From an optimization exercise on the open Yosys and OpenROAD flow, aimed at small area, a short achievable clock period and few clock cycles per item; shortcuts taken in it are not production practice.
In this exercise RTL edits were held to simulation tests only and were not proved equivalent to the original.

==> inputs of wip/pepper <==
// pfe_gamma
module pfe_gamma (
    input  wire        clk,
    input  wire        rst,
    input  wire        in_valid,
    output wire        in_ready,
    input  wire        in_sel,
    input  wire [31:0] in_pix,
    output reg         out_valid,
    input  wire        out_ready,
    output reg  [31:0] out_pix
);
export LEC_CHECK = 0
export ABC_AREA = 1
export CAP_MARGIN = 20
export CORE_MARGIN = 2
export CORE_UTILIZATION = 40
export CTS_CLUSTER_DIAMETER = 150
export CTS_CLUSTER_SIZE = 25
export SLEW_MARGIN = 20
create_clock -name core_clock -period 45.0 [get_ports {clk}]
standard.sh (not shown) runs the stock make flow with config.mk's settings and CLKGATE_MAP_FILE= SYNTH_SCRIPT=/design/flow/synth_recipe.tcl, a recipe that flattens the netlist after the stock synthesis.
==> flow/flow/run.sh <==
#!/bin/bash
# The standard layout (standard.sh), with the input and output port
# buffers made from sky130_fd_sc_hd__buf_2 instead of the resizer's default
# pick. Everything else, including synthesis, is the standard flow.
set -euo pipefail
export BUFFER_PORTS_ARGS="-buffer_cell sky130_fd_sc_hd__buf_2"
bash standard.sh > standard.log 2>&1
==> inputs of wip/maple, as changes to wip/pepper <==
==> flow/run.sh (new file) <==
#!/bin/bash
# synth_recipe.tcl (not shown) runs the flow's synth.tcl, then flattens the netlist and writes it again
# the make line also repeats each setting of config.mk as NAME=value (left out here)
make -C /OpenROAD-flow-scripts/flow DESIGN_CONFIG=/design/flow/config.mk WORK_HOME=/design/flow/orfs CLKGATE_MAP_FILE= SYNTH_SCRIPT=/design/flow/synth_recipe.tcl finish
ABC_AREA = unset   (was 1)
CTS_CLUSTER_DIAMETER = unset   (was 150)
CTS_CLUSTER_SIZE = unset   (was 25)
removed: flow/flow/run.sh
removed: flow/standard.sh
==> inputs of wip/delta, as changes to wip/pepper <==
CTS_CLUSTER_DIAMETER = unset   (was 150)
CTS_CLUSTER_SIZE = 30   (was 25)
==> summary of the runs <==
wip/maple finished clean. wip/delta completed without violations. wip/pepper ran to the end with no violations. The highest global-route usage belongs to wip/maple, the lowest to wip/pepper. Between wip/delta and wip/maple, the lower register-to-register slack is in wip/maple (gap 670 ps). Of wip/maple and wip/pepper, wip/pepper has the higher sequential share of layout area (gap 1.4 points). Non-clock buffer count: wip/pepper is lower than wip/maple (12). Between wip/maple and wip/delta, the lower worst setup slack is in wip/maple (gap 340 ps). In critical path depth, wip/pepper and wip/maple do not differ.
==> figures <==
metric                                                                            wip/maple                 wip/pepper                  wip/delta
Run status                                                         timing/DRC/antenna clean   timing/DRC/antenna clean   timing/DRC/antenna clean
Initial DRC Count                                                                      1942                       1608                       1546
GR met1 Demand/Resource                                                               29.9%                      26.1%                      26.0%
Clock transition at path regs                                                         60 ps                     100 ps                      60 ps
Count of vias placed by the detailed router                                           22700                      22700                      23000
Launch instance of the worst register-to-register path                 s0_pix[19]$_DFFE_PN_        s0_pix[8]$_DFFE_PN_        s0_pix[8]$_DFFE_PN_
Overall fraction of global-route tracks in use                                        22.4%                      19.9%                      20.2%
Invs w/o clock                                                                          191                        546                        546
Wire length after detailed routing                                                 84300 um                   73800 um                   74300 um
Area fraction of the dominant cell type after synthesis                               28.2%                      28.5%                      28.5%
Mean Syn Cell Area                                                                 10.1 um2                   8.34 um2                   8.34 um2
Number of library cell types mapped by synthesis                                         96                         68                         68
Die Outline Area                                                                  76000 um2                  75200 um2                  75200 um2
Max stage delay cell, worst path                           sky130_fd_sc_hd__clkdlybuf4s50_1  sky130_fd_sc_hd__edfxtp_1  sky130_fd_sc_hd__edfxtp_1
Nets in the synthesized netlist                                                        3373                       3963                       3963
Hold Slack                                                                           412 ps                     420 ps                     415 ps
Clock insertion delay at the later pin of the skew report                            580 ps                     560 ps                     580 ps
Synth Area in XOR/XNOR                                                                1.57%                      1.04%                      1.04%
Crit. Startpoint                                                      out_pix[12]$_DFFE_PP_      out_pix[25]$_DFFE_PP_      out_pix[25]$_DFFE_PP_
Data arrival time at the worst-slack endpoint                                       1420 ps                    1070 ps                    1080 ps
Testbench counts of wip/pepper, summed over its fixed seeds: cycles 16,432, items 16,384.
Testbench counts of wip/maple, summed over its fixed seeds: cycles 16,432, items 16,384.
Testbench counts of wip/delta, summed over its fixed seeds: cycles 16,432, items 16,384.

static timing again, ports no longer ideal:
The results above use ideal ports. As a check the final layouts listed here were re-extracted and re-timed, cells and wires unchanged. Step 1 (the two cells are an assumption about what drives the block):
set clk [get_ports {clk}]
set_driving_cell -lib_cell sky130_fd_sc_hd__clkbuf_16 $clk
set_driving_cell -lib_cell sky130_fd_sc_hd__buf_2 [delete_from_list [all_inputs] $clk]
Step 2 also shifts input and output timing later by t, the mid clock arrival at the registers, as if the neighbouring blocks saw the same clock. a / b / c = ideal / step 1 / step 2; a / b = the first two.
| run | t, ns | setup slack, ns | hold slack, ns | clock arrival spread, ns |
|---|---|---|---|---|
| wip/pepper | 0.605 | 34.929 / 34.870 / 35.059 | 0.420 / 0.420 / 0.420 | 0.027 / 0.027 |
| wip/maple | 0.629 | 34.579 / 34.518 / 34.713 | 0.412 / 0.412 / 0.412 | 0.022 / 0.022 |
| wip/delta | 0.617 | 34.919 / 34.860 / 35.052 | 0.415 / 0.415 / 0.415 | 0.042 / 0.042 |
After both steps setup and hold are still met in every run listed.
